This is an optimization exercise on Yosys and OpenROAD, whose aim is small area, not a production implementation.
The RTL was checked by simulation tests, not by an equivalence proof against the original design.
Power figures rest on the tool's default switching activity, not on a simulated workload.

==> flow/design.v <==
module fr_tone_rom (
    input  wire [6:0]  note,
    output reg  [10:0] freq
);
    always @(*) begin
        case (note)
            7'd0: freq = 11'd44;
            7'd1: freq = 11'd157;
            7'd2: freq = 11'd263;
            7'd3: freq = 11'd363;
            7'd4: freq = 11'd457;
            7'd5: freq = 11'd547;
            7'd6: freq = 11'd631;
            7'd7: freq = 11'd711;
            7'd8: freq = 11'd786;
            7'd9: freq = 11'd856;
            7'd10: freq = 11'd923;
            7'd11: freq = 11'd986;
            7'd12: freq = 11'd1046;
            7'd13: freq = 11'd1102;
            7'd14: freq = 11'd1155;
            7'd15: freq = 11'd1205;
            7'd16: freq = 11'd1253;
            7'd17: freq = 11'd1297;
            7'd18: freq = 11'd1339;
            7'd19: freq = 11'd1379;
            7'd20: freq = 11'd1417;
            7'd21: freq = 11'd1452;
            7'd22: freq = 11'd1486;
            7'd23: freq = 11'd1517;
            7'd24: freq = 11'd1547;
            7'd25: freq = 11'd1575;
            7'd26: freq = 11'd1602;
            7'd27: freq = 11'd1627;
            7'd28: freq = 11'd1650;
            7'd29: freq = 11'd1673;
            7'd30: freq = 11'd1694;
            7'd31: freq = 11'd1714;
            7'd32: freq = 11'd1732;
            7'd33: freq = 11'd1750;
            7'd34: freq = 11'd1767;
            7'd35: freq = 11'd1783;
            7'd36: freq = 11'd1798;
            7'd37: freq = 11'd1812;
            7'd38: freq = 11'd1825;
            7'd39: freq = 11'd1837;
            7'd40: freq = 11'd1849;
            7'd41: freq = 11'd1860;
            7'd42: freq = 11'd1871;
            7'd43: freq = 11'd1881;
            7'd44: freq = 11'd1890;
            7'd45: freq = 11'd1899;
            7'd46: freq = 11'd1907;
            7'd47: freq = 11'd1915;
            7'd48: freq = 11'd1923;
            7'd49: freq = 11'd1930;
            7'd50: freq = 11'd1936;
            7'd51: freq = 11'd1943;
            7'd52: freq = 11'd1949;
            7'd53: freq = 11'd1954;
            7'd54: freq = 11'd1959;
            7'd55: freq = 11'd1964;
            7'd56: freq = 11'd1969;
            7'd57: freq = 11'd1974;
            7'd58: freq = 11'd1978;
            7'd59: freq = 11'd1982;
            7'd60: freq = 11'd1985;
            7'd61: freq = 11'd1989;
            7'd62: freq = 11'd1992;
            7'd63: freq = 11'd1995;
            7'd64: freq = 11'd1998;
            7'd65: freq = 11'd2001;
            7'd66: freq = 11'd2004;
            7'd67: freq = 11'd2006;
            7'd68: freq = 11'd2009;
            7'd69: freq = 11'd2011;
            7'd70: freq = 11'd2013;
            7'd71: freq = 11'd2015;
            default: freq = 11'd0;
        endcase
    end
endmodule
module fr_noise_rom (
    input  wire [6:0] note,
    output reg  [7:0] ctrl
);
    always @(*) begin
        case (note)
            7'd0: ctrl = 8'hD7;
            7'd1: ctrl = 8'hD6;
            7'd2: ctrl = 8'hD5;
            7'd3: ctrl = 8'hD4;
            7'd4: ctrl = 8'hC7;
            7'd5: ctrl = 8'hC6;
            7'd6: ctrl = 8'hC5;
            7'd7: ctrl = 8'hC4;
            7'd8: ctrl = 8'hB7;
            7'd9: ctrl = 8'hB6;
            7'd10: ctrl = 8'hB5;
            7'd11: ctrl = 8'hB4;
            7'd12: ctrl = 8'hA7;
            7'd13: ctrl = 8'hA6;
            7'd14: ctrl = 8'hA5;
            7'd15: ctrl = 8'hA4;
            7'd16: ctrl = 8'h97;
            7'd17: ctrl = 8'h96;
            7'd18: ctrl = 8'h95;
            7'd19: ctrl = 8'h94;
            7'd20: ctrl = 8'h87;
            7'd21: ctrl = 8'h86;
            7'd22: ctrl = 8'h85;
            7'd23: ctrl = 8'h84;
            7'd24: ctrl = 8'h77;
            7'd25: ctrl = 8'h76;
            7'd26: ctrl = 8'h75;
            7'd27: ctrl = 8'h74;
            7'd28: ctrl = 8'h67;
            7'd29: ctrl = 8'h66;
            7'd30: ctrl = 8'h65;
            7'd31: ctrl = 8'h64;
            7'd32: ctrl = 8'h57;
            7'd33: ctrl = 8'h56;
            7'd34: ctrl = 8'h55;
            7'd35: ctrl = 8'h54;
            7'd36: ctrl = 8'h47;
            7'd37: ctrl = 8'h46;
            7'd38: ctrl = 8'h45;
            7'd39: ctrl = 8'h44;
            7'd40: ctrl = 8'h37;
            7'd41: ctrl = 8'h36;
            7'd42: ctrl = 8'h35;
            7'd43: ctrl = 8'h34;
            7'd44: ctrl = 8'h27;
            7'd45: ctrl = 8'h26;
            7'd46: ctrl = 8'h25;
            7'd47: ctrl = 8'h24;
            7'd48: ctrl = 8'h17;
            7'd49: ctrl = 8'h16;
            7'd50: ctrl = 8'h15;
            7'd51: ctrl = 8'h14;
            7'd52: ctrl = 8'h07;
            7'd53: ctrl = 8'h06;
            7'd54: ctrl = 8'h05;
            7'd55: ctrl = 8'h04;
            7'd56: ctrl = 8'h03;
            7'd57: ctrl = 8'h02;
            7'd58: ctrl = 8'h01;
            7'd59: ctrl = 8'h00;
            7'd60: ctrl = 8'h00;
            7'd61: ctrl = 8'h00;
            7'd62: ctrl = 8'h00;
            7'd63: ctrl = 8'h00;
            7'd64: ctrl = 8'h00;
            7'd65: ctrl = 8'h00;
            7'd66: ctrl = 8'h00;
            7'd67: ctrl = 8'h00;
            7'd68: ctrl = 8'h00;
            7'd69: ctrl = 8'h00;
            7'd70: ctrl = 8'h00;
            7'd71: ctrl = 8'h00;
            default: ctrl = 8'h00;
        endcase
    end
endmodule
module fr_channel #(
    parameter NOISE = 0
) (
    input  wire        clk,
    input  wire        rst,
    input  wire        sel,
    input  wire [11:0] we,
    input  wire [6:0]  b_note,
    input  wire [10:0] b_tn,
    input  wire [10:0] b_cur,
    input  wire [1:0]  b_mode,
    input  wire [7:0]  b_speed,
    input  wire [7:0]  b_tune,
    input  wire [3:0]  b_ax,
    input  wire [3:0]  b_ay,
    input  wire [1:0]  b_aph,
    input  wire [3:0]  b_vsp,
    input  wire [3:0]  b_vex,
    input  wire [7:0]  b_vdl,
    input  wire [7:0]  b_vcnt,
    input  wire [3:0]  b_vtm,
    input  wire [1:0]  b_vph,
    input  wire [11:0] b_ip,
    output reg  [6:0]  note,
    output wire [10:0] tn,
    output wire [10:0] cur,
    output wire [1:0]  mode,
    output wire [7:0]  speed,
    output wire [7:0]  tune,
    output reg  [3:0]  ax,
    output reg  [3:0]  ay,
    output reg  [1:0]  aph,
    output wire [3:0]  vsp,
    output wire [3:0]  vex,
    output wire [7:0]  vdl,
    output wire [7:0]  vcnt,
    output wire [3:0]  vtm,
    output wire [1:0]  vph,
    output wire [11:0] ip
);
    wire [11:0] en = {12{rst}} | ({12{sel}} & we);
    always @(posedge clk) begin
        if (en[0]) note <= b_note;
        if (en[4]) begin ax <= b_ax; ay <= b_ay; end
        if (en[5]) aph <= b_aph;
    end
    generate
        if (NOISE) begin : g_noise
            assign tn = 11'd0;  assign cur = 11'd0; assign mode = 2'd0;
            assign speed = 8'd0; assign tune = 8'd0; assign vsp = 4'd0;
            assign vex = 4'd0;   assign vdl = 8'd0;  assign vcnt = 8'd0;
            assign vtm = 4'd0;   assign vph = 2'd0;  assign ip = 12'd0;
        end else begin : g_tone
            reg  [10:0] tn_r;
            reg  [10:0] cur_r;
            reg  [1:0]  mode_r;
            reg  [7:0]  speed_r;
            reg  [7:0]  tune_r;
            reg  [3:0]  vsp_r;
            reg  [3:0]  vex_r;
            reg  [7:0]  vdl_r;
            reg  [7:0]  vcnt_r;
            reg  [3:0]  vtm_r;
            reg  [1:0]  vph_r;
            reg  [11:0] ip_r;
            always @(posedge clk) begin
                if (en[0])  tn_r <= b_tn;
                if (en[1])  cur_r <= b_cur;
                if (en[2])  begin mode_r <= b_mode; speed_r <= b_speed; end
                if (en[3])  tune_r <= b_tune;
                if (en[6])  begin vsp_r <= b_vsp; vex_r <= b_vex; end
                if (en[7])  vdl_r <= b_vdl;
                if (en[8])  vcnt_r <= b_vcnt;
                if (en[9])  vtm_r <= b_vtm;
                if (en[10]) vph_r <= b_vph;
                if (en[11]) ip_r <= b_ip;
            end
            assign {tn, cur, mode, speed, tune, vsp, vex, vdl, vcnt, vtm, vph, ip} = {tn_r, cur_r, mode_r, speed_r, tune_r, vsp_r, vex_r, vdl_r, vcnt_r, vtm_r, vph_r, ip_r};
        end
    endgenerate
endmodule
module fr_add #(
    parameter W = 8
) (
    input  wire [W-1:0] a,
    input  wire [W-1:0] b,
    input  wire         ci,
    output wire [W-1:0] s,
    output wire         co
);
    wire [W:0] c;
    assign c[0] = ci;
    genvar i;
    generate
        for (i = 0; i < W; i = i + 1) begin : g_bit
            assign s[i]   = a[i] ^ b[i] ^ c[i];
            assign c[i+1] = (a[i] & b[i]) | (a[i] & c[i]) | (b[i] & c[i]);
        end
    endgenerate
    assign co = c[W];
endmodule
module fr_carry #(
    parameter W = 8
) (
    input  wire [W-1:0] a,
    input  wire [W-1:0] b,
    input  wire         ci,
    output wire         co
);
    wire [W:0] c;
    assign c[0] = ci;
    genvar i;
    generate
        for (i = 0; i < W; i = i + 1) begin : g_bit
            assign c[i+1] = (a[i] & b[i]) | (a[i] & c[i]) | (b[i] & c[i]);
        end
    endgenerate
    assign co = c[W];
endmodule
module fr_rsum (
    input  wire [7:0] d,
    input  wire [4:0] f,
    input  wire g,
    input  wire [10:0] c,
    input  wire [10:0] b,
    input  wire [11:0] e,
    output wire [13:0] rs,
    output wire [13:0] rc
);
    wire t1 = 1'b1 ^ d[0] ^ f[0];
    wire t2 = (1'b1 & d[0]) | (1'b1 & f[0]) | (d[0] & f[0]);
    wire t3 = g ^ c[0] ^ t1;
    wire t4 = (g & c[0]) | (g & t1) | (c[0] & t1);
    wire t5 = d[1] ^ f[1] ^ c[1];
    wire t6 = (d[1] & f[1]) | (d[1] & c[1]) | (f[1] & c[1]);
    wire t7 = t2 ^ t4 ^ t5;
    wire t8 = (t2 & t4) | (t2 & t5) | (t4 & t5);
    wire t9 = d[2] ^ f[2] ^ c[2];
    wire t10 = (d[2] & f[2]) | (d[2] & c[2]) | (f[2] & c[2]);
    wire t11 = t6 ^ t9 ^ t8;
    wire t12 = (t6 & t9) | (t6 & t8) | (t9 & t8);
    wire t13 = d[3] ^ f[3] ^ c[3];
    wire t14 = (d[3] & f[3]) | (d[3] & c[3]) | (f[3] & c[3]);
    wire t15 = t10 ^ t13 ^ t12;
    wire t16 = (t10 & t13) | (t10 & t12) | (t13 & t12);
    wire t17 = 1'b1 ^ d[4] ^ f[4];
    wire t18 = (1'b1 & d[4]) | (1'b1 & f[4]) | (d[4] & f[4]);
    wire t19 = c[4] ^ t17 ^ t14;
    wire t20 = (c[4] & t17) | (c[4] & t14) | (t17 & t14);
    wire t21 = 1'b1 ^ d[5] ^ c[5];
    wire t22 = (1'b1 & d[5]) | (1'b1 & c[5]) | (d[5] & c[5]);
    wire t23 = t18 ^ t21 ^ t20;
    wire t24 = (t18 & t21) | (t18 & t20) | (t21 & t20);
    wire t25 = 1'b1 ^ d[6] ^ c[6];
    wire t26 = (1'b1 & d[6]) | (1'b1 & c[6]) | (d[6] & c[6]);
    wire t27 = t22 ^ t25 ^ t24;
    wire t28 = (t22 & t25) | (t22 & t24) | (t25 & t24);
    wire t29 = d[7] ^ c[7] ^ t26;
    wire t30 = (d[7] & c[7]) | (d[7] & t26) | (c[7] & t26);
    wire t31 = 1'b1 ^ c[8] ^ t30;
    wire t32 = (1'b1 & c[8]) | (1'b1 & t30) | (c[8] & t30);
    wire t33 = 1'b1 ^ c[9] ^ t32;
    wire t34 = (1'b1 & c[9]) | (1'b1 & t32) | (c[9] & t32);
    wire t35 = 1'b1 ^ c[10] ^ t34;
    wire t36 = (1'b1 & c[10]) | (1'b1 & t34) | (c[10] & t34);
    wire t37 = t19 ^ b[4] ^ t16;
    wire t38 = (t19 & b[4]) | (t19 & t16) | (b[4] & t16);
    wire t39 = t23 ^ b[5];
    wire t40 = t23 & b[5];
    wire t41 = b[6] ^ t27;
    wire t42 = b[6] & t27;
    wire t43 = t29 ^ b[7] ^ t28;
    wire t44 = (t29 & b[7]) | (t29 & t28) | (b[7] & t28);
    wire t45 = t31 ^ b[8];
    wire t46 = t31 & b[8];
    wire t47 = b[9] ^ t33;
    wire t48 = b[9] & t33;
    wire t49 = b[10] ^ t35;
    wire t50 = b[10] & t35;
    wire t51 = 1'b1 ^ t36;
    wire t52 = 1'b1 & t36;
    wire t53 = t3 ^ b[0] ^ e[0];
    wire t54 = (t3 & b[0]) | (t3 & e[0]) | (b[0] & e[0]);
    wire t55 = t7 ^ b[1] ^ e[1];
    wire t56 = (t7 & b[1]) | (t7 & e[1]) | (b[1] & e[1]);
    wire t57 = t11 ^ b[2] ^ e[2];
    wire t58 = (t11 & b[2]) | (t11 & e[2]) | (b[2] & e[2]);
    wire t59 = b[3] ^ t15 ^ e[3];
    wire t60 = (b[3] & t15) | (b[3] & e[3]) | (t15 & e[3]);
    wire t61 = e[4] ^ t37;
    wire t62 = e[4] & t37;
    wire t63 = t39 ^ e[5] ^ t38;
    wire t64 = (t39 & e[5]) | (t39 & t38) | (e[5] & t38);
    wire t65 = t40 ^ e[6] ^ t41;
    wire t66 = (t40 & e[6]) | (t40 & t41) | (e[6] & t41);
    wire t67 = e[7] ^ t42 ^ t43;
    wire t68 = (e[7] & t42) | (e[7] & t43) | (t42 & t43);
    wire t69 = t45 ^ e[8] ^ t44;
    wire t70 = (t45 & e[8]) | (t45 & t44) | (e[8] & t44);
    wire t71 = t46 ^ e[9] ^ t47;
    wire t72 = (t46 & e[9]) | (t46 & t47) | (e[9] & t47);
    wire t73 = e[10] ^ t48 ^ t49;
    wire t74 = (e[10] & t48) | (e[10] & t49) | (t48 & t49);
    wire t75 = e[11] ^ t50 ^ t51;
    wire t76 = (e[11] & t50) | (e[11] & t51) | (t50 & t51);
    assign rs = {1'b1, t76, t74, t72, t70, t68, t66, t64, t62, t60, t58, t56, t54, t53};
    assign rc = {1'b0, t52, t75, t73, t71, t69, t67, t65, t63, t61, t59, t57, t55, 1'b0};
endmodule
module fr_osum (
    input  wire [13:0] r,
    input  wire [13:0] q,
    input  wire [10:0] a,
    output wire [13:0] s
);
    wire t1 = r[0] ^ q[0] ^ a[0];
    wire t2 = (r[0] & q[0]) | (r[0] & a[0]) | (q[0] & a[0]);
    wire t3 = r[1] ^ q[1] ^ a[1];
    wire t4 = (r[1] & q[1]) | (r[1] & a[1]) | (q[1] & a[1]);
    wire t5 = r[2] ^ q[2] ^ a[2];
    wire t6 = (r[2] & q[2]) | (r[2] & a[2]) | (q[2] & a[2]);
    wire t7 = r[3] ^ q[3] ^ a[3];
    wire t8 = (r[3] & q[3]) | (r[3] & a[3]) | (q[3] & a[3]);
    wire t9 = r[4] ^ q[4] ^ a[4];
    wire t10 = (r[4] & q[4]) | (r[4] & a[4]) | (q[4] & a[4]);
    wire t11 = r[5] ^ q[5] ^ a[5];
    wire t12 = (r[5] & q[5]) | (r[5] & a[5]) | (q[5] & a[5]);
    wire t13 = r[6] ^ q[6] ^ a[6];
    wire t14 = (r[6] & q[6]) | (r[6] & a[6]) | (q[6] & a[6]);
    wire t15 = r[7] ^ q[7] ^ a[7];
    wire t16 = (r[7] & q[7]) | (r[7] & a[7]) | (q[7] & a[7]);
    wire t17 = r[8] ^ q[8] ^ a[8];
    wire t18 = (r[8] & q[8]) | (r[8] & a[8]) | (q[8] & a[8]);
    wire t19 = r[9] ^ q[9] ^ a[9];
    wire t20 = (r[9] & q[9]) | (r[9] & a[9]) | (q[9] & a[9]);
    wire t21 = r[10] ^ q[10] ^ a[10];
    wire t22 = (r[10] & q[10]) | (r[10] & a[10]) | (q[10] & a[10]);
    wire t23 = r[11] ^ q[11] ^ t22;
    wire t24 = (r[11] & q[11]) | (r[11] & t22) | (q[11] & t22);
    wire t25 = r[12] ^ q[12] ^ t24;
    wire t26 = (r[12] & q[12]) | (r[12] & t24) | (q[12] & t24);
    wire t27 = r[13] ^ q[13] ^ t26;
    wire t28 = (r[13] & q[13]) | (r[13] & t26) | (q[13] & t26);
    wire t29 = t2 ^ t3;
    wire t30 = t2 & t3;
    wire t31 = t4 ^ t5 ^ t30;
    wire t32 = (t4 & t5) | (t4 & t30) | (t5 & t30);
    wire t33 = t6 ^ t7 ^ t32;
    wire t34 = (t6 & t7) | (t6 & t32) | (t7 & t32);
    wire t35 = t8 ^ t9 ^ t34;
    wire t36 = (t8 & t9) | (t8 & t34) | (t9 & t34);
    wire t37 = t10 ^ t11 ^ t36;
    wire t38 = (t10 & t11) | (t10 & t36) | (t11 & t36);
    wire t39 = t12 ^ t13 ^ t38;
    wire t40 = (t12 & t13) | (t12 & t38) | (t13 & t38);
    wire t41 = t14 ^ t15 ^ t40;
    wire t42 = (t14 & t15) | (t14 & t40) | (t15 & t40);
    wire t43 = t16 ^ t17 ^ t42;
    wire t44 = (t16 & t17) | (t16 & t42) | (t17 & t42);
    wire t45 = t18 ^ t19 ^ t44;
    wire t46 = (t18 & t19) | (t18 & t44) | (t19 & t44);
    wire t47 = t20 ^ t21 ^ t46;
    wire t48 = (t20 & t21) | (t20 & t46) | (t21 & t46);
    wire t49 = t23 ^ t48;
    wire t50 = t23 & t48;
    wire t51 = t25 ^ t50;
    wire t52 = t25 & t50;
    wire t53 = t27 ^ t52;
    wire t54 = t27 & t52;
    assign s = {t53, t51, t49, t47, t45, t43, t41, t39, t37, t35, t33, t31, t29, t1};
endmodule
module freqres4 (
    input  wire        clk,
    input  wire        rst,
    input  wire [2:0]  cmd_op,
    input  wire [1:0]  cmd_ch,
    input  wire [7:0]  cmd_arg0,
    input  wire [7:0]  cmd_arg1,
    input  wire [1:0]  cmd_flags,
    output reg         out_valid,
    output reg  [1:0]  out_ch,
    output wire [10:0] out_freq
);
    localparam OP_NOTE   = 3'd1;
    localparam OP_EFFECT = 3'd2;
    localparam OP_USEINS = 3'd3;
    localparam OP_STEP   = 3'd4;
    localparam MODE_NONE  = 2'd0;
    localparam MODE_UP    = 2'd1;   
    localparam MODE_DOWN  = 2'd2;   
    localparam MODE_PORTA = 2'd3;   
    wire is_note = (cmd_op == OP_NOTE);
    wire is_eff  = (cmd_op == OP_EFFECT);
    wire is_ins  = (cmd_op == OP_USEINS);
    wire is_step = (cmd_op == OP_STEP);
    wire e08   = is_eff && (cmd_arg1 == 8'h08);
    wire e_sl  = is_eff && (cmd_arg1 == 8'h09 || cmd_arg1 == 8'h0A || cmd_arg1 == 8'h0B);
    wire e0C   = is_eff && (cmd_arg1 == 8'h0C);
    wire e0D   = is_eff && (cmd_arg1 == 8'h0D);
    wire e0E   = is_eff && (cmd_arg1 == 8'h0E);
    wire [11:0] we;
    wire [6:0]  b_note;
    wire [10:0] b_tn;
    wire [10:0] b_cur;
    wire [1:0]  b_mode;
    wire [7:0]  b_speed, b_tune;
    wire [3:0]  b_ax, b_ay;
    wire [1:0]  b_aph;
    wire [3:0]  b_vsp, b_vex;
    wire [7:0]  b_vdl, b_vcnt;
    wire [3:0]  b_vtm;
    wire [1:0]  b_vph;
    wire [11:0] b_ip;
    wire [6:0]  q_note [0:3];
    wire [10:0] q_tn   [0:3];
    wire [10:0] q_cur  [0:3];
    wire [1:0]  q_mode [0:3];
    wire [7:0]  q_speed[0:3];
    wire [7:0]  q_tune [0:3];
    wire [3:0]  q_ax   [0:3];
    wire [3:0]  q_ay   [0:3];
    wire [1:0]  q_aph  [0:3];
    wire [3:0]  q_vsp  [0:3];
    wire [3:0]  q_vex  [0:3];
    wire [7:0]  q_vdl  [0:3];
    wire [7:0]  q_vcnt [0:3];
    wire [3:0]  q_vtm  [0:3];
    wire [1:0]  q_vph  [0:3];
    wire [11:0] q_ip   [0:3];
    genvar c;
    generate
        for (c = 0; c < 4; c = c + 1) begin : g_ch
            fr_channel #(.NOISE(c == 3 ? 1 : 0)) u_ch (
                .clk(clk), .rst(rst), .sel(cmd_ch == c), .we(we),
                .b_note(b_note), .b_tn(b_tn), .b_cur(b_cur), .b_mode(b_mode),
                .b_speed(b_speed), .b_tune(b_tune), .b_ax(b_ax), .b_ay(b_ay),
                .b_aph(b_aph), .b_vsp(b_vsp), .b_vex(b_vex), .b_vdl(b_vdl),
                .b_vcnt(b_vcnt), .b_vtm(b_vtm), .b_vph(b_vph), .b_ip(b_ip),
                .note(q_note[c]), .tn(q_tn[c]), .cur(q_cur[c]), .mode(q_mode[c]),
                .speed(q_speed[c]), .tune(q_tune[c]), .ax(q_ax[c]), .ay(q_ay[c]),
                .aph(q_aph[c]), .vsp(q_vsp[c]), .vex(q_vex[c]), .vdl(q_vdl[c]),
                .vcnt(q_vcnt[c]), .vtm(q_vtm[c]), .vph(q_vph[c]), .ip(q_ip[c])
            );
        end
    endgenerate
    wire [3:0] chs = {cmd_ch == 2'd3, cmd_ch == 2'd2, cmd_ch == 2'd1, cmd_ch == 2'd0};
    function [11:0] rd4;
        input [3:0]  s;
        input [11:0] v0, v1, v2, v3;
        rd4 = ({12{s[0]}} & v0) | ({12{s[1]}} & v1) | ({12{s[2]}} & v2) | ({12{s[3]}} & v3);
    endfunction
    function [11:0] rd3;
        input [3:0]  s;
        input [11:0] v0, v1, v2;
        rd3 = ({12{s[0]}} & v0) | ({12{s[1]}} & v1) | ({12{s[2]}} & v2);
    endfunction
    wire [6:0]  r_note  = rd4(chs, q_note[0], q_note[1], q_note[2], q_note[3]);
    wire [3:0]  r_ax    = rd4(chs, q_ax[0], q_ax[1], q_ax[2], q_ax[3]);
    wire [3:0]  r_ay    = rd4(chs, q_ay[0], q_ay[1], q_ay[2], q_ay[3]);
    wire [1:0]  r_aph   = rd4(chs, q_aph[0], q_aph[1], q_aph[2], q_aph[3]);
    wire [10:0] r_tn    = rd3(chs, q_tn[0], q_tn[1], q_tn[2]);
    wire [10:0] r_cur   = rd3(chs, q_cur[0], q_cur[1], q_cur[2]);
    wire [1:0]  r_mode  = rd3(chs, q_mode[0], q_mode[1], q_mode[2]);
    wire [7:0]  r_speed = rd3(chs, q_speed[0], q_speed[1], q_speed[2]);
    wire [7:0]  r_tune  = rd3(chs, q_tune[0], q_tune[1], q_tune[2]);
    wire [3:0]  r_vsp   = rd3(chs, q_vsp[0], q_vsp[1], q_vsp[2]);
    wire [3:0]  r_vex   = rd3(chs, q_vex[0], q_vex[1], q_vex[2]);
    wire [7:0]  r_vdl   = rd3(chs, q_vdl[0], q_vdl[1], q_vdl[2]);
    wire [7:0]  r_vcnt  = rd3(chs, q_vcnt[0], q_vcnt[1], q_vcnt[2]);
    wire [3:0]  r_vtm   = rd3(chs, q_vtm[0], q_vtm[1], q_vtm[2]);
    wire [1:0]  r_vph   = rd3(chs, q_vph[0], q_vph[1], q_vph[2]);
    wire [11:0] r_ip    = rd3(chs, q_ip[0], q_ip[1], q_ip[2]);
    wire [6:0]  n2;
    wire [10:0] tone_x;
    wire [7:0]  noise_b;
    fr_tone_rom  u_rom   (.note(is_note ? cmd_arg0[6:0] : n2), .freq(tone_x));
    fr_noise_rom u_rom_n (.note(n2), .ctrl(noise_b));
    wire [10:0] tone_b = tone_x;
    wire [10:0] target = r_tn;
    wire        tn0    = (r_tn == 11'd0);
    wire [10:0] tone_a = r_tn | {5'd0, tn0, 1'b0, tn0, tn0, 2'b00};
    wire [11:0] p_sum;
    wire        p_co;
    fr_add #(12) u_padd (.a(r_ip), .b({{4{cmd_arg1[7]}}, cmd_arg1}), .ci(1'b0), .s(p_sum), .co(p_co));
    wire        p_ovf = (r_ip[11] == cmd_arg1[7]) && (p_sum[11] != r_ip[11]);
    wire [11:0] ip_new = !cmd_flags[1] ? r_ip :
                         p_ovf ? {r_ip[11], {11{!r_ip[11]}}} : p_sum;
    wire m_po = (r_mode == MODE_PORTA);
    wire gt;   
    fr_carry #(11) u_gt (.a(target), .b(~r_cur), .ci(1'b0), .co(gt));
    wire dir_up = (r_mode == MODE_UP) || (m_po && gt);
    wire nd = !dir_up;
    wire [10:0] g_s;
    wire        g_co;
    fr_add #(11) u_gadd (.a(r_cur), .b({{3{nd}}, r_speed ^ {8{nd}}}), .ci(nd), .s(g_s), .co(g_co));
    wire g_ovf = g_co ^ nd;     
    wire g_c;                   
    fr_carry #(11) u_reach (.a(g_s), .b(~target), .ci(dir_up), .co(g_c));
    wire g_reach = g_ovf || (g_c ^ nd);
    wire g_clamp = m_po ? g_reach : g_ovf;
    wire [10:0] g_bound = m_po ? target : {11{dir_up}};
    wire [10:0] cur_new = g_clamp ? g_bound : g_s;
    wire       arp_on = (r_ax != 4'd0) || (r_ay != 4'd0);
    wire [3:0] eff_off = ({4{r_aph == 2'd1}} & r_ax) | ({4{r_aph == 2'd2}} & r_ay);
    wire [1:0] aph_next = {r_aph[0], !(r_aph[1] || r_aph[0])};
    wire [7:0] inst_arp = cmd_flags[0] ? cmd_arg0 : 8'd0;
    wire [6:0] ne;
    wire       ne_co;
    fr_add #(7) u_nadd (.a(r_note), .b({3'b000, eff_off}), .ci(1'b0), .s(ne), .co(ne_co));
    wire [7:0] ns;
    wire       ns_co;
    fr_add #(8) u_nadd2 (.a({1'b0, ne}), .b({!inst_arp[7], inst_arp[6:0]}), .ci(1'b0), .s(ns), .co(ns_co));
    wire n_neg = !ns_co && !ns[7];                                    
    wire n_big = ns_co || (ns[7] && ns[6] && (ns[5] || ns[4] || ns[3]));  
    assign n2 = n_neg ? 7'd0 : n_big ? 7'd71 : ns[6:0];
    wire vib_on  = (r_vsp != 4'd0) && (r_vex != 4'd0);
    wire vcnt0   = (r_vcnt == 8'd0);
    wire vib_act = vib_on && vcnt0;
    wire v_pos = vib_act && (r_vph == 2'd1);
    wire v_neg = vib_act && (r_vph == 2'd3);
    wire [4:0] vib_f = {!v_neg, ({4{v_pos}} & r_vex) | ({4{v_neg}} & ~r_vex)};
    wire [3:0] vtm_inc;
    wire       vtm_co;
    fr_add #(4) u_vtm (.a(r_vtm), .b(4'd0), .ci(1'b1), .s(vtm_inc), .co(vtm_co));
    wire vwrap = (vtm_inc == r_vsp);
    wire [7:0] vcnt_dec;
    wire       vcnt_co;
    fr_add #(8) u_vcnt (.a(r_vcnt), .b(8'hFF), .ci(1'b0), .s(vcnt_dec), .co(vcnt_co));
    wire [13:0] rs_s, rs_c;
    fr_rsum u_rsum (.b(tone_b), .c(~tone_a), .d(r_tune),
                    .e({!ip_new[11], ip_new[10:0]}), .f(vib_f), .g(v_neg), .rs(rs_s), .rc(rs_c));
    wire porta_hold = m_po && cmd_flags[0];
    assign we[0]  = is_note;
    assign we[1]  = is_step || (is_note && !porta_hold);
    assign we[2]  = e_sl;
    assign we[3]  = e0E;
    assign we[4]  = e08;
    assign we[5]  = is_note || e08 || (is_step && arp_on);
    assign we[6]  = e0C;
    assign we[7]  = e0D;
    assign we[8]  = is_note || (is_step && vib_on && !vcnt0);
    assign we[9]  = is_note || e0C || (is_step && vib_act);
    assign we[10] = is_note || e0C || (is_step && vib_act && vwrap);
    assign we[11] = is_ins || (is_step && cmd_flags[1]);
    wire [7:0] a0 = {8{!rst}} & cmd_arg0;
    assign b_note  = a0[6:0];
    assign b_tn    = {11{!rst}} & tone_x;
    assign b_cur   = {11{!rst}} & (is_note ? tone_x : cur_new);
    assign b_mode  = {2{!rst && cmd_arg0 != 8'd0}} & cmd_arg1[1:0];
    assign b_speed = a0;
    assign b_tune  = {rst || cmd_arg0[7], a0[6:0]};   
    assign b_ax    = a0[7:4];
    assign b_ay    = a0[3:0];
    assign b_aph   = {2{!rst && is_step}} & aph_next;
    assign b_vsp   = a0[7:4];
    assign b_vex   = a0[3:0];
    assign b_vdl   = a0;
    assign b_vcnt  = {8{!rst}} & (is_note ? r_vdl : vcnt_dec);
    assign b_vtm   = {4{!rst && is_step && !vwrap}} & vtm_inc;
    assign b_vph   = {2{!rst && is_step}} & (r_vph + 2'd1);
    assign b_ip    = {12{!rst && is_step}} & ip_new;
    reg [13:0] ro_s, ro_c;
    always @(posedge clk) begin
        out_valid <= !rst && is_step;
        out_ch    <= cmd_ch;
        ro_s      <= chs[3] ? {6'd0, noise_b} : rs_s;
        ro_c      <= {14{!chs[3]}} & rs_c;
    end
    wire [3:0] ochs = {out_ch == 2'd3, out_ch == 2'd2, out_ch == 2'd1, out_ch == 2'd0};
    wire [10:0] o_cur = rd3(ochs, q_cur[0], q_cur[1], q_cur[2]);
    wire [13:0] f_sum;
    fr_osum u_osum (.r(ro_s), .q(ro_c), .a(o_cur), .s(f_sum));
    assign out_freq = f_sum[13] ? 11'd0 :
                      (f_sum[12] || f_sum[11]) ? 11'd2047 : f_sum[10:0];
endmodule
==> flow/flow/run.sh <==
#!/bin/bash
# The standard layout (standard.sh), with the synthesis script replaced by
# flow/area_synth.tcl: the same synthesis, but ABC maps for area.
set -euo pipefail
W=$PWD
sed "s#SYNTH_SCRIPT=[^ ]*#SYNTH_SCRIPT=$W/flow/area_synth.tcl#" standard.sh > area_standard.sh
grep -q "SYNTH_SCRIPT=$W/flow/area_synth.tcl" area_standard.sh
bash area_standard.sh > layout.log 2>&1
==> flow/flow/abc_area.script <==
strash; dch -f; amap; topo; stime -c; buffer -c; upsize -c; dnsize -c
==> flow/flow/area_synth.tcl <==
# The standard synthesis (synth_recipe.tcl in the work folder), except that
# ABC maps the combinational logic with an area-oriented script. Flip-flops are
# mapped before ABC runs, so the registers are the standard synthesis's.
set area_flow_dir [file dirname [file normalize [info script]]]
set ::area_abc_script [file join $area_flow_dir abc_area.script]
proc abc {args} {
  set i [lsearch -exact $args -script]
  if { $i >= 0 } {
    lset args [expr { $i + 1 }] $::area_abc_script
  }
  yosys abc {*}$args
}
source [file join [file dirname $area_flow_dir] synth_recipe.tcl]
==> flow/standard.sh <==
#!/bin/bash
# synth_recipe.tcl (not shown) runs the flow's synth.tcl, then flattens the netlist and writes it again
# the make line also repeats each setting of config.mk as NAME=value (left out here)
make -C /OpenROAD-flow-scripts/flow DESIGN_CONFIG=/design/flow/config.mk WORK_HOME=/design/flow/orfs CLKGATE_MAP_FILE= SYNTH_SCRIPT=/design/flow/synth_recipe.tcl "${@:-finish}"
==> flow/config.mk <==
export PLATFORM = sky130hd
export DESIGN_NAME = freqres4
export DESIGN_NICKNAME = freqres4
export VERILOG_FILES = /design/flow/design.v
export SDC_FILE = /design/flow/constraint.sdc
export NUM_CORES = 4
export LEC_CHECK = 0
export ABC_AREA = 1
export CAP_MARGIN = 20
export CORE_MARGIN = 2
export CORE_UTILIZATION = 70
export CTS_BUF_LIST = sky130_fd_sc_hd__clkbuf_8
export CTS_CLUSTER_SIZE = 30
export SLEW_MARGIN = 20
==> flow/constraint.sdc <==
create_clock -name core_clock -period 15.0 [get_ports {clk}]
set_input_delay 3.0000 -clock core_clock [delete_from_list [all_inputs] [get_ports {clk}]]
set_output_delay 3.0000 -clock core_clock [all_outputs]
set_load 0.01 [all_outputs]
==> results.txt, run 1 <==
Max-Cap Viols - 0
Switching Share - 36.5%
vias in the first global route - 11,600
worst path bufs/invs - 8
initial core utilization - 70.6%
final hold slack - 0.749 ns
HPWL after detailed placement - 29,600 um
Post-CTS Setup Repair Bufs - 0
Top delay family on crit path - compound AO/OA/AOI/OAI gates
Cell Rows - 57
Post-Place Cell Area - 17,900 sq um
status - complete, no violations
Pint - 2.12 mW
Clock transition at path regs - 0.06 ns
clk sinks - 343
Clock Latency Late Sink - 0.61 ns
Slew HR - 30.0%
Clock Path Buffers - 3
H-tree lvl count - 2
largest net degree at the start of global routing - 78
Async SR Flop Fraction - 0%
critical path type - input port to flop
number of top-level pins - 39
RSZ-0062 raised after global routing - no
Gate power share - 40.0%
Top FF cell, synth - edfxtp_1
area taken by multi-input logic gates - 6000 sq um
Power Total - 3.34 mW
met3 GRT Util - 6.21%
Final period util - 87.5%
area occupied by registers - 10,000 sq um
Area contributors post-synth - edfxtp_1 (55%), fa_1 (8.8%), a222oi_1 (6.5%)
Sequential Power Share - 37.6%
GR Overflow Total - 0
GPL Wtd Cong - 0.947
initial antenna violation count - 0
grt peak-use layer - met2
Post-Route Skew - 0.0231 ns
met2 Resource Use GR - 55.7%
slew of the pin with the lowest slew margin - 1.05 ns
CP max stage cell - a222oi_1
Leak - 7.43 nW
Slew Viols, Final - 0
worst-case vdd ir drop - 148 uV
leading area contributor after synthesis - edfxtp_1
share of cells above drive strength 1 - 9.31%
GRT met1 Usage - 47.3%
Total GRT Usage - 34.2%
Clk pwr share - 22.4%
CTS tree - built
final hold vios - 0
slowest stage delay, CP - 0.58 ns
number of fillers in the final layout - 1,514
DRT antenna net count - 0
Area Growth Syn to Fin - 11.3%
Die W - 160 um
Ys Warns - 5
Final #Nets - 1,569
Setup Viol. Count Final - 0
average wire per standard cell - 24.1 um
synthesized instance count - 1,364
Design Area, Final - 18,900 sq um
first-pass GRT wire length - 66,000 um
NetSw - 1.22 mW
TritonCTS Buffers - 53
drt pass-1 iters - 9
Pwr Density - 176 nW/um^2
share of the synthesized area in the top cell type - 55.4%
vias per inst - 6.68
Root Driver - clkbuf_8
IO buf count - 38
n_diodes - 0
Post-synth EDFFs - 314
synth unique cells - 52
Synth Cell Area - 17,000 sq um
DR vias - 12,000
Worst Path Required - 15.35 ns
DR iter-0 viols - 1,941
Worst setup SP type - input port
Die Area - 25,600 sq um
core box area - 24,100 sq um
Setup TNS - 0 ns
worst hold path class - flop to flop
drt total wl - 43,300 um
most used cell, CP - fa_1
post-synth net total - 1,506
crit path max fanout - 21
sequential element share of the synthesized area - 58.8%
# hold bufs at CTS - 0
Final min period - 13.13 ns
post_cts resized - 0
Die H - 160 um
Crit. End Element - flop
Residual DRC - 0
f_max - 76.2 MHz
syn_area_per_cell - 12.5 sq um
crit path DAT - 13.48 ns
Yosys reg bits - 343
-- cells in the mapped netlist (5+ instances only) --
cell type / instances
fa_1: 75
or2_2: 7
a211oi_1: 21
nor2b_1: 10
nor2_1: 135
o22ai_1: 25
o21ai_1: 12
a22o_1: 11
ha_1: 42
o21ai_0: 83
o21a_1: 18
nand2_1: 53
o221ai_1: 9
a31oi_1: 5
dfxtp_1: 29
edfxtp_1: 314
a222oi_1: 110
nor3_1: 15
buf_1: 20
clkbuf_1: 52
nand4_1: 5
inv_1: 192
and3_1: 7
a221oi_1: 23
a21oi_1: 38
-- power groups by stage --
stage	clock network, mW	logic [mW]	registers [mW]
final	0.747	1.34	1.25
after global routing	0.790	1.48	1.26
after CTS	0.749	1.32	1.25
after detailed placement	0	1.31	1.27
after global placement	0	1.28	1.26
after floorplan	0	0.874	1.25
-- path summary, 6_finish.rpt --
kind	start	to	slack (ns)	cells past startpoint
setup reg to reg	g_ch[0].u_ch.g_tone.tn_r[1]$_DFFE_PP_	g_ch[0].u_ch.g_tone.cur_r[4]$_DFFE_PP_	4.80	43
hold reg to reg	g_ch[3].u_ch.aph[1]$_DFFE_PP_	g_ch[3].u_ch.aph[0]$_DFFE_PP_	0.75	3
hold / removal	g_ch[3].u_ch.aph[1]$_DFFE_PP_	g_ch[3].u_ch.aph[0]$_DFFE_PP_	0.75	3
setup / recovery	cmd_ch[0]	g_ch[0].u_ch.g_tone.cur_r[4]$_DFFE_PP_	1.87	46
-- logic make-up (layout without fill, tap and decap cells) --
kind of cell             Yosys count  in the layout  synth area share (%)
AO/OA/AOI/OAI                    379            379                  16.7
flip-flops                       343            343                  58.8
buffers and inverters            273            380                  6.11
AND/OR/NAND/NOR                  252            252                  6.45
adder cells (fa/ha/maj)          117            117                  11.9
-- final cells by class --
cell class	instances	area share, %
well taps	324	2.14
inverters	198	3.92
clock inverters	35	0.879
multi-input cells	748	31.7
flip-flops and latches	343	52.9
repair buffers	83	3.86
clock buffers	64	4.65
-- routing by layer --
layer	routed length, um	vias up
met1	16100	5760
met3	4720	101
met5	0	-
met4	1280	0
li1	-	5299
met2	21100	833
-- flip-flops by register name, summed over array words and instances (netlist names), 14 cells and up --
signal                    flops
g_ch.u_ch.g_tone.cur_r       33
g_ch.u_ch.g_tone.tn_r        33
g_ch.u_ch.g_tone.vcnt_r      24
g_ch.u_ch.ay                 16
g_ch.u_ch.ax                 16
g_ch.u_ch.note               28
g_ch.u_ch.g_tone.speed_r     24
g_ch.u_ch.g_tone.tune_r      24
ro_s                         14
g_ch.u_ch.g_tone.ip_r        36
g_ch.u_ch.g_tone.vdl_r       24
-- worst min-delay path, stage by stage (launching register included) --
cell and delay [ns]:
edfxtp_1 0.32, nand2_1 0.07, nand2_1 0.08, nor3_1 0.10
-- cell usage in the layout, fill, tap and decap left out, drive strengths merged, types with 42 or more instances in the layout --
cell type,n
a222oi,110
buf,45
clkbuf,64
edfxtp,314
fa,75
ha,42
inv,220
nand2,53
nor2,136
o21ai,96
-- stage by stage --
| step | utilization (%) | worst slack (ns) | std cells |
|---|---|---|---|
| after global routing | 78.6 | 0.705 | 1795 |
| after detailed placement | 74.2 | 1.44 | 1696 |
| after global placement | 74.2 | 1.70 | 1696 |
| after CTS | 78.6 | 1.96 | 1795 |
| final | 78.6 | 1.87 | 1795 |
| after floorplan | - | 2.91 | 1364 |
==> run 2: changes to the inputs <==
--- a/flow/config.mk
+++ b/flow/config.mk
@@ -8,7 +8,6 @@
 export ABC_AREA = 1
 export CAP_MARGIN = 20
 export CORE_MARGIN = 2
-export CORE_UTILIZATION = 70
-export CTS_BUF_LIST = sky130_fd_sc_hd__clkbuf_8
-export CTS_CLUSTER_SIZE = 30
+export CORE_UTILIZATION = 60
+export CTS_BUF_LIST = sky130_fd_sc_hd__clkbuf_4
 export SLEW_MARGIN = 20
==> run 2 against run 1 <==
Against the previous run: via count up 1.8%; clock skew up 0.019 ns; die area up 16%; maximum frequency down 1.3%; count of clock-buffer cells in the layout up 52; cell count up 6.8%; core utilization down 9.7 points; first-iteration DRC count down 19%; critical path depth down 1.
==> results.txt, run 2 <==
status - complete, no violations
Ys Warns - 5
Crit. End Element - flop
slowest stage delay, CP - 0.71 ns
Top FF cell, synth - edfxtp_1
Pwr Density - 176 nW/um^2
worst-case vdd ir drop - 92.6 uV
core box area - 27,900 sq um
RSZ-0062 raised after global routing - no
number of top-level pins - 39
Yosys reg bits - 343
Worst setup SP type - input port
f_max - 75.2 MHz
Final #Nets - 1,612
# hold bufs at CTS - 0
Residual DRC - 0
initial core utilization - 61.1%
Worst Path Required - 15.48 ns
leading area contributor after synthesis - edfxtp_1
Final min period - 13.30 ns
synthesized instance count - 1,364
Async SR Flop Fraction - 0%
worst path bufs/invs - 8
CTS tree - built
Max-Cap Viols - 0
slew of the pin with the lowest slew margin - 1.02 ns
max FFs per register - 36
top post-synthesis cells by count - edfxtp_1 (314), inv_1 (192), nor2_1 (135)
Leak - 7.54 nW
area taken by multi-input logic gates - 6000 sq um
largest register by flop count - g_ch.u_ch.g_tone.ip_r
DR vias - 12,200
Post-synth EDFFs - 314
Area contributors post-synth - edfxtp_1 (55%), fa_1 (8.8%), a222oi_1 (6.5%)
Largest regs - g_ch.u_ch.g_tone.ip_r: 36 flops, g_ch.u_ch.g_tone.cur_r: 33 flops, g_ch.u_ch.g_tone.tn_r: 33 flops
largest net degree at the start of global routing - 80
Clock transition at path regs - 0.07 ns
synth unique cells - 52
share of cells above drive strength 1 - 13.3%
Post-CTS Setup Repair Bufs - 0
Slew HR - 30.9%
DR iter-0 viols - 1,569
final hold vios - 0
clk sinks - 343
HPWL after detailed placement - 30,700 um
Setup Viol. Count Final - 0
initial antenna violation count - 1
H-tree lvl count - 3
dpl cells - 1,760
Die H - 172 um
share of the synthesized area in the top cell type - 55.4%
IO buf count - 38
commonest non-fill, non-tap cell in the layout - edfxtp_1
Slew Viols, Final - 0
drt pass-1 iters - 9
GPL Wtd Cong - 0.896
number of fillers in the final layout - 2,073
first-pass GRT wire length - 68,000 um
post-synth net total - 1,506
GR Overflow Total - 0
crit path DAT - 13.77 ns
drt total wl - 45,400 um
post_cts resized - 0
Die W - 172 um
Die Area - 29,700 sq um
Setup TNS - 0 ns
Clock Latency Late Sink - 0.72 ns
average wire per standard cell - 23.7 um
Clock Path Buffers - 3
sequential element share of the synthesized area - 58.8%
Top delay family on crit path - compound AO/OA/AOI/OAI gates
crit path max fanout - 27
worst hold path class - flop to flop
Root Driver - clkbuf_4
Area Growth Syn to Fin - 12.8%
syn_area_per_cell - 12.5 sq um
top-count cell post-synth - edfxtp_1
most used cell, CP - fa_1
DRT antenna net count - 0
final hold slack - 0.729 ns
CP max stage cell - nor2_4
Synth Cell Area - 17,000 sq um
Total GRT Usage - 31.3%
Final period util - 88.6%
Post-Route Skew - 0.0424 ns
critical path type - input port to flop
vias per inst - 6.37
Cell Rows - 61
commonest non-fill, non-tap cells in the layout - edfxtp_1 (314), inv_1 (192), nor2_1 (130), clkbuf_4 (116), a222oi_1 (110)
vias in the first global route - 11,700
TritonCTS Buffers - 86
Layout Cells excl Fill - 1,917
area occupied by registers - 10,000 sq um
run 2: cell count changes in the layout (fill, tap and decap cells not counted), moves of 2 or more:
cell	previous run	this run
clkinv_1	8	29
o21ai_1	23	17
inv_1	215	192
buf_4	44	54
o21ai_0	72	78
clkbuf_8	64	0
clkinvlp_4	2	0
clkbuf_4	0	116
bufinv_16	0	4
clkinv_2	2	7
inv_6	0	3
run 2: cells by family (layout without fill, tap and decap cells):
family	count (synthesis)	count (layout)	synth area share [%]
buffers and inverters	273	447	6.11
other	0	1	0
AND/OR/NAND/NOR	252	252	6.45
flip-flops	343	343	58.8
AO/OA/AOI/OAI	379	379	16.7
adder cells (fa/ha/maj)	117	117	11.9
run 2: routing by layer:
layer  up-vias  part of all wire, %  global-route usage, %
met5         -                    0                      0
met4         0                  3.0                   12.3
met3        85                  8.7                   5.88
met2       677                   48                   50.3
met1      6012                   40                   42.7
li1       5432                    -                      -
run 2: where the power goes:
group          switching [mW]  leakage, nW  internal [mW]
clock                   0.379        0.672          0.434
combinational           0.807         3.49          0.511
sequential             0.0427         3.37           1.21
run 2: final cells by class:
| type | instances | area share (%) |
|---|---|---|
| diodes | 1 | 0.0130 |
| clock buffers | 116 | 4.54 |
| clock inverters | 40 | 1.45 |
| inverters | 198 | 3.87 |
| multi-input cells | 748 | 31.3 |
| flip-flops and latches | 343 | 52.2 |
| well taps | 378 | 2.47 |
| repair buffers | 93 | 4.20 |
run 2: path summary, 6_finish.rpt:
path | slack, ns | endpoint | from | cells past startpoint
min reg2reg | 0.73 | g_ch[0].u_ch.g_tone.vph_r[0]$_DFFE_PP_ | g_ch[2].u_ch.g_tone.vph_r[0]$_DFFE_PP_ | 3
max reg2reg | 4.55 | g_ch[0].u_ch.g_tone.cur_r[5]$_DFFE_PP_ | g_ch[1].u_ch.g_tone.tn_r[0]$_DFFE_PP_ | 43
min | 0.73 | g_ch[0].u_ch.g_tone.vph_r[0]$_DFFE_PP_ | g_ch[2].u_ch.g_tone.vph_r[0]$_DFFE_PP_ | 3
max | 1.70 | g_ch[0].u_ch.g_tone.cur_r[5]$_DFFE_PP_ | cmd_ch[1] | 45
run 2: stage by stage:
step	cell area [sq um]	util, %	total power [mW]	setup slack, ns
2_1_floorplan	17000	-	2.13	2.91
3_3_place_gp	18000	64.7	2.55	1.27
3_5_place_dp	18000	64.7	2.58	1.18
4_1_cts	19200	68.8	3.39	1.89
5_1_grt	19200	68.9	3.61	0.845
6_report	19200	68.9	3.38	1.70
run 2: tightest hold or removal path: cells and delay by family, from the launching register on:
family | cells | cell delay [ns]
buf+inv | 1 | 0.11
compound gates | 1 | 0.06
simple gates | 1 | 0.08
flops | 1 | 0.32
==> run 3: changes to the inputs <==
==> flow/flow/run.sh (replaced) <==
#!/bin/bash
# The standard layout (standard.sh), with the synthesis script replaced by
# flow/area_synth.tcl (the same synthesis, but ABC maps for area) and CTS
# without dummy loads.
set -euo pipefail
W=$PWD
export CTS_ARGS="-sink_clustering_enable -repair_clock_nets -dont_use_dummy_load"
sed "s#SYNTH_SCRIPT=[^ ]*#SYNTH_SCRIPT=$W/flow/area_synth.tcl#" standard.sh > area_standard.sh
grep -q "SYNTH_SCRIPT=$W/flow/area_synth.tcl" area_standard.sh
bash area_standard.sh > layout.log 2>&1
--- a/flow/config.mk
+++ b/flow/config.mk
@@ -9,5 +9,4 @@
 export CAP_MARGIN = 20
 export CORE_MARGIN = 2
 export CORE_UTILIZATION = 60
-export CTS_BUF_LIST = sky130_fd_sc_hd__clkbuf_4
 export SLEW_MARGIN = 20
==> run 3 against run 2 <==
Against the previous run: synthesized cell count is the same; largest power group unchanged; via count fell by 3.2%; synthesized area unchanged; critical path type unchanged; die area unchanged.
==> results.txt, run 3 <==
Worst Path Required - 15.26 ns
Final min period - 13.43 ns
largest family of logic cells by synthesized area - compound AO/OA/AOI/OAI gates
crit path max fanout - 27
commonest non-fill, non-tap cell in the layout - edfxtp_1
largest register by flop count - g_ch.u_ch.g_tone.ip_r
# hold bufs at CTS - 0
sequential element share of the synthesized area - 58.8%
Ys Warns - 5
Clock Latency Late Sink - 0.51 ns
vias in the first global route - 11,200
Yosys reg bits - 343
Crit. End Element - flop
post_cts resized - 0
final hold vios - 0
Final period util - 89.5%
DRT antenna net count - 0
Post-CTS Setup Repair Bufs - 0
top post-synthesis cells by count - edfxtp_1 (314), inv_1 (192), nor2_1 (135)
drt total wl - 44,300 um
Async SR Flop Fraction - 0%
mux share of post-synthesis cell area - 0%
CTS tree - built
final core occ - 68.0%
Die W - 172 um
Area contributors post-synth - edfxtp_1 (55%), fa_1 (8.8%), a222oi_1 (6.5%)
TritonCTS Buffers - 36
Root Driver - clkbuf_16
Slew HR - 30.8%
status - complete, no violations
most used cell, CP - fa_1
Top FF cell, synth - edfxtp_1
initial antenna violation count - 0
DR iter-0 viols - 1,755
xor/xnor share of the synthesized area - 0%
synthesized instance count - 1,364
GPL Wtd Cong - 0.896
final hold slack - 0.732 ns
slew of the pin with the lowest slew margin - 1.03 ns
worst hold path class - flop to flop
n_diodes - 0
drt pass-1 iters - 7
share of cells above drive strength 1 - 7.83%
average wire per standard cell - 24.7 um
NetSw - 1.16 mW
Post-synth EDFFs - 314
Gate power share - 39.8%
Worst setup SP type - input port
max FFs per register - 36
first-pass GRT wire length - 66,700 um
Clk pwr share - 22.3%
slowest stage delay, CP - 0.71 ns
crit path DAT - 13.69 ns
Leak - 7.31 nW
Clock Path Buffers - 3
Slew Viols, Final - 0
Clock transition at path regs - 0.05 ns
Setup Viol. Count Final - 0
Residual DRC - 0
Largest regs - g_ch.u_ch.g_tone.ip_r: 36 flops, g_ch.u_ch.g_tone.cur_r: 33 flops, g_ch.u_ch.g_tone.tn_r: 33 flops
Post-Route Skew - 0.0463 ns
syn_area_per_cell - 12.5 sq um
Sequential Power Share - 38.0%
vias per inst - 6.58
Final #Nets - 1,562
worst-case vdd ir drop - 137 uV
Adder-Cell Fraction of Synth Area - 11.9%
Area Growth Syn to Fin - 11.3%
Cell Rows - 61
leading area contributor after synthesis - edfxtp_1
clk sinks - 343
Die Area - 29,700 sq um
GR Overflow Total - 0
f_max - 74.5 MHz
share of the synthesized area in the top cell type - 55.4%
initial core utilization - 61.1%
DR vias - 11,800
synth unique cells - 52
core box area - 27,900 sq um
Die H - 172 um
Total GRT Usage - 30.6%
HPWL after detailed placement - 30,700 um
Pwr Density - 174 nW/um^2
number of top-level pins - 39
Synth Area in Compound Gates - 16.7%
top-count cell post-synth - edfxtp_1
CP max stage cell - nor2_4
Setup TNS - 0 ns
Max-Cap Viols - 0
critical path type - input port to flop
post-synth net total - 1,506
RSZ-0062 raised after global routing - no
Switching Share - 35.2%
IO buf count - 38
H-tree lvl count - 2
commonest non-fill, non-tap cells in the layout - edfxtp_1 (314), inv_1 (192), nor2_1 (130), a222oi_1 (110), o21ai_0 (78)
Pint - 2.14 mW
largest net degree at the start of global routing - 80
Synth Cell Area - 17,000 sq um
simple-gate share of the synthesized area - 6.45%
run 3: cell families (layout without fill, tap and decap cells):
family,count (synthesis),count (layout)
adders and majority gates,117,117
and+or+nand+nor,252,252
AOI/OAI and AO/OA,379,379
DFF,343,343
buffers and inverters,273,327
run 3: through the flow:
stage / setup WS [ns] / cell area [sq um] / cells / power, mW
3_3_place_gp: 1.27 / 18000 / 1760 / 2.55
4_1_cts: 1.66 / 18900 / 1796 / 3.31
5_1_grt: 0.600 / 18900 / 1796 / 3.51
3_5_place_dp: 1.18 / 18000 / 1760 / 2.58
2_1_floorplan: 2.91 / 17000 / 1364 / 2.13
6_report: 1.57 / 18900 / 1796 / 3.30
run 3: path summary, 6_finish.rpt:
kind                            depth (start not counted)  slack (ns)                                   start                                endpoint
worst min register to register                          3        0.73  g_ch[2].u_ch.g_tone.vph_r[0]$_DFFE_PP_  g_ch[1].u_ch.g_tone.vph_r[0]$_DFFE_PP_
worst min-delay path                                    3        0.73  g_ch[2].u_ch.g_tone.vph_r[0]$_DFFE_PP_  g_ch[1].u_ch.g_tone.vph_r[0]$_DFFE_PP_
worst max register to register                         43        4.64   g_ch[1].u_ch.g_tone.tn_r[0]$_DFFE_PP_  g_ch[1].u_ch.g_tone.cur_r[5]$_DFFE_PP_
worst max-delay path                                   45        1.57                               cmd_ch[1]  g_ch[1].u_ch.g_tone.cur_r[5]$_DFFE_PP_
run 3: final cells by class:
| cell class | count | area [sq um] |
|---|---|---|
| multi-input cells | 748 | 6000 |
| clock buffers | 36 | 901 |
| fillers | 2047 | 8930 |
| well taps | 378 | 473 |
| flip-flops and latches | 343 | 10000 |
| repair buffers | 93 | 806 |
| inverters | 198 | 743 |
run 3: worst max-delay path, delay by kind of cell:
family          cells  cell delay [ns]
fa+ha+maj           9             3.00
simple gates        8             1.76
buf+inv             8             1.42
compound gates     20             4.49
run 3: power groups by stage:
stage / clock [mW] / sequential, mW / combinational, mW
2_1_floorplan: 0 / 1.25 / 0.874
4_1_cts: 0.744 / 1.25 / 1.31
5_1_grt: 0.773 / 1.26 / 1.47
3_3_place_gp: 0 / 1.27 / 1.29
3_5_place_dp: 0 / 1.27 / 1.30
6_report: 0.735 / 1.25 / 1.31
run 3: per-layer routing:
layer | routed length [um] | up-vias | share of wire, % | global-route usage [%]
li1 | - | 5256 | - | -
met1 | 18200 | 5886 | 41 | 43.3
met2 | 21300 | 597 | 48 | 49.9
met3 | 3650 | 77 | 8.2 | 4.07
met4 | 1230 | 0 | 2.8 | 9.35
met5 | 0 | - | 0 | 0
==> run 4: changes to the inputs <==
--- a/flow/flow/run.sh
+++ b/flow/flow/run.sh
@@ -4,7 +4,8 @@
 # without dummy loads.
 set -euo pipefail
 W=$PWD
-export CTS_ARGS="-sink_clustering_enable -repair_clock_nets -dont_use_dummy_load"
+export CTS_ARGS="-sink_clustering_enable -repair_clock_nets -dont_use_dummy_load -buf_list sky130_fd_sc_hd__clkbuf_8 -sink_clustering_size 25"
+export BUFFER_PORTS_ARGS="-buffer_cell sky130_fd_sc_hd__buf_2"
 sed "s#SYNTH_SCRIPT=[^ ]*#SYNTH_SCRIPT=$W/flow/area_synth.tcl#" standard.sh > area_standard.sh
 grep -q "SYNTH_SCRIPT=$W/flow/area_synth.tcl" area_standard.sh
 bash area_standard.sh > layout.log 2>&1
==> run 4 against run 3 <==
Against the previous run: still clean; core utilization shrank 1.4 points; combinational power shrank 5%; die area stayed put; worst hold slack worse by 0.013 ns; register-to-register slack hardly changed; clock power shrank 17%; clock skew increased by 0.039 ns; global-route usage is 0.070 points lower; setup slack improved by 0.36 ns; synthesized cell count is the same; flip-flop and latch count is the same; critical path type unchanged; critical endpoint is now g_ch[2].u_ch.g_tone.cur_r[3]$_DFFE_PP_; largest cell class unchanged; largest power group is now registers.
==> results.txt, run 4 <==
Root Driver - clkbuf_8
grt peak-use layer - met2
Die H - 172 um
post-synth net total - 1,506
Die Area - 29,700 sq um
Die W - 172 um
Slew HR - 28.4%
largest family of logic cells by synthesized area - compound AO/OA/AOI/OAI gates
CTS tree - built
met2 Resource Use GR - 49.0%
status - complete, no violations
Post-synth EDFFs - 314
number of top-level pins - 39
DR vias - 11,700
Max-Cap Viols - 0
pre-CTS setup slack - 1.64 ns
worst-case vdd ir drop - 95.5 uV
most used cell, CP - fa_1
number of fillers in the final layout - 2,114
Post-Place Cell Area - 17,800 sq um
largest net degree at the start of global routing - 45
NetSw - 1.14 mW
r2r startpoint - g_ch[0].u_ch.g_tone.tn_r[1]$_DFFE_PP_
final worst slack - 1.94 ns
CP max stage cell - a222oi_1
Area Growth Syn to Fin - 9.02%
Worst setup SP type - input port
Async SR Flop Fraction - 0%
drt pass-1 iters - 8
final hold vios - 0
average wire per standard cell - 24.4 um
Adder-Cell Fraction of Synth Area - 11.9%
Yosys reg bits - 343
Sequential Power Share - 40.1%
TritonCTS Buffers - 52
mux share of post-synthesis cell area - 0%
R2R setup slack - 4.64 ns
synthesized instance count - 1,364
share of cells above drive strength 1 - 11.5%
crit path DAT - 13.40 ns
met3 GRT Util - 3.98%
Setup Viol. Count Final - 0
crit path max fanout - 30
largest register by flop count - g_ch.u_ch.g_tone.ip_r
Post-CTS Setup Repair Bufs - 0
drt total wl - 44,100 um
Final min period - 13.06 ns
Power Total - 3.12 mW
xor/xnor share of the synthesized area - 0%
core box area - 27,900 sq um
synth unique cells - 52
Worst Hold Launch - g_ch[2].u_ch.g_tone.vph_r[0]$_DFFE_PP_
H-tree lvl count - 2
commonest non-fill, non-tap cell in the layout - edfxtp_1
HPWL after detailed placement - 31,200 um
slowest stage delay, CP - 0.60 ns
Setup TNS - 0 ns
leading area contributor after synthesis - edfxtp_1
Ys Warns - 5
simple-gate share of the synthesized area - 6.45%
critical path type - input port to flop
Leak - 7.25 nW
GRT met1 Usage - 43.5%
share of the synthesized area in the top cell type - 55.4%
# hold bufs at CTS - 0
Post-Route Skew - 0.0857 ns
worst hold path depth - 3
syn_area_per_cell - 12.5 sq um
Pwr Density - 168 nW/um^2
Largest regs - g_ch.u_ch.g_tone.ip_r: 36 flops, g_ch.u_ch.g_tone.cur_r: 33 flops, g_ch.u_ch.g_tone.tn_r: 33 flops
Slew Viols, Final - 0
Area contributors post-synth - edfxtp_1 (55%), fa_1 (8.8%), a222oi_1 (6.5%)
Final period util - 87.1%
Synth Cell Area - 17,000 sq um
Final #Nets - 1,578
max FFs per register - 36
Cell Rows - 61
sequential element share of the synthesized area - 58.8%
Total GRT Usage - 30.5%
vias in the first global route - 11,200
FF-to-FF End - g_ch[2].u_ch.g_tone.cur_r[3]$_DFFE_PP_
Worst R2R Path Depth - 43
final hold slack - 0.719 ns
initial antenna violation count - 0
slew of the pin with the lowest slew margin - 1.06 ns
final core occ - 66.6%
post_cts resized - 0
IO buf count - 38
Residual DRC - 0
Gate power share - 40.2%
DR iter-0 viols - 1,752
GPL Wtd Cong - 0.935
Layout Cells excl Fill - 1,812
Worst Path Required - 15.33 ns
vias per inst - 6.44
Clock transition at path regs - 0.06 ns
Design Area, Final - 18,500 sq um
Top FF cell, synth - edfxtp_1
n_diodes - 0
clk sinks - 343
worst hold path class - flop to flop
initial core utilization - 61.1%
dpl cells - 1,760
Hold Path End - g_ch[1].u_ch.g_tone.vph_r[0]$_DFFE_PP_
DRT antenna net count - 0
f_max - 76.5 MHz
Clock Latency Late Sink - 0.60 ns
Clock Path Buffers - 3
Clk pwr share - 19.6%
GR Overflow Total - 0
first-pass GRT wire length - 66,800 um
top-count cell post-synth - edfxtp_1
commonest non-fill, non-tap cells in the layout - edfxtp_1 (314), inv_1 (192), nor2_1 (131), a222oi_1 (110), fa_1 (75)
top post-synthesis cells by count - edfxtp_1 (314), inv_1 (192), nor2_1 (135)
Synth Area in Compound Gates - 16.7%
Switching Share - 36.6%
Pint - 1.98 mW
RSZ-0062 raised after global routing - no
Crit. End Element - flop
run 4: cell counts after synthesis:
No cell type changed its count.
run 4: worst max-delay path, delay by kind of cell:
family / cells / cell delay (ns)
AO/OA/AOI/OAI: 20 / 4.93
AND/OR/NAND/NOR: 9 / 1.26
adder cells (fa/ha/maj): 9 / 2.99
buffers and inverters: 9 / 1.19
run 4: area by class of cell:
class / count / area (sq um) / area share [%]
multi-input combinational: 748 / 6000 / 32.4
timing repair buffer: 93 / 603 / 3.25
inverter: 198 / 743 / 4.01
clock buffer: 52 / 716 / 3.86
sequential: 343 / 10000 / 54.0
tap: 378 / 473 / 2.55
run 4: cell families (layout without fill, tap and decap cells):
group | count (synthesis) | count (layout)
compound gates | 379 | 379
flops | 343 | 343
buf+inv | 273 | 343
simple gates | 252 | 252
fa+ha+maj | 117 | 117
run 4: power by group through the flow:
| stage | Sequential [mW] | Combinational [mW] | Clock, mW |
|---|---|---|---|
| floorplan | 1.25 | 0.874 | 0 |
| global placement | 1.27 | 1.24 | 0 |
| detailed placement | 1.27 | 1.25 | 0 |
| CTS | 1.25 | 1.26 | 0.621 |
| global route | 1.26 | 1.44 | 0.658 |
| finish | 1.25 | 1.25 | 0.613 |
run 4: routing by layer:
metal  wire (um)  share of wire, %
met4        1360               3.1
met3        3640               8.2
met1       18300                41
met5           0                 0
met2       20900                47
run 4: worst max-delay path by stage:
stage	startpoint	cells past startpoint	to	slack [ns]
global route	cmd_ch[0]	47	g_ch[2].u_ch.g_tone.cur_r[7]$_DFFE_PP_	0.97
detailed placement	cmd_ch[0]	47	g_ch[0].u_ch.g_tone.cur_r[3]$_DFFE_PP_	1.64
floorplan	cmd_ch[1]	40	ro_c[7]$_DFF_P_	2.91
CTS	cmd_ch[0]	47	g_ch[2].u_ch.g_tone.cur_r[3]$_DFFE_PP_	2.18
finish	cmd_ch[0]	47	g_ch[2].u_ch.g_tone.cur_r[3]$_DFFE_PP_	1.94
global placement	cmd_ch[0]	47	g_ch[0].u_ch.g_tone.cur_r[3]$_DFFE_PP_	1.88

static timing again, ports no longer ideal:
The results above use ideal ports. As a check the final layouts listed here were re-extracted and re-timed, cells and wires unchanged.
Step 1 assumes that a clkbuf_16 drives the clock port and a buf_2 every other input.
Step 2, shift: input delay + t, output delay - t, t = (earliest + latest rising clock arrival at the registers) / 2. This alone moves slack from input paths to output paths.
Slacks: no drivers / after step 1 / after step 2; pairs: no drivers / after step 1.
| run | t, ns | setup WS [ns] | latest minus earliest clock arrival (ns) | worst data-port slew with drivers (ns) | pins driven straight from the clock port |
|---|---|---|---|---|---|
| run 1 | 0.644 | 1.870 / 1.895 / 1.251 | 0.024 / 0.024 | 0.04 | 1 |
| run 2 | 0.748 | 1.704 / 1.714 / 0.966 | 0.046 / 0.045 | 0.04 | 1 |
| run 3 | 0.540 | 1.571 / 1.586 / 1.046 | 0.048 / 0.048 | 0.04 | 1 |
| run 4 | 0.601 | 1.935 / 1.960 / 1.360 | 0.093 / 0.093 | 0.03 | 1 |
After both steps every run listed still meets setup and hold. The setup slack of run 2, which loses most, moves by +0.010 ns with the drivers and by -0.738 ns with both steps.
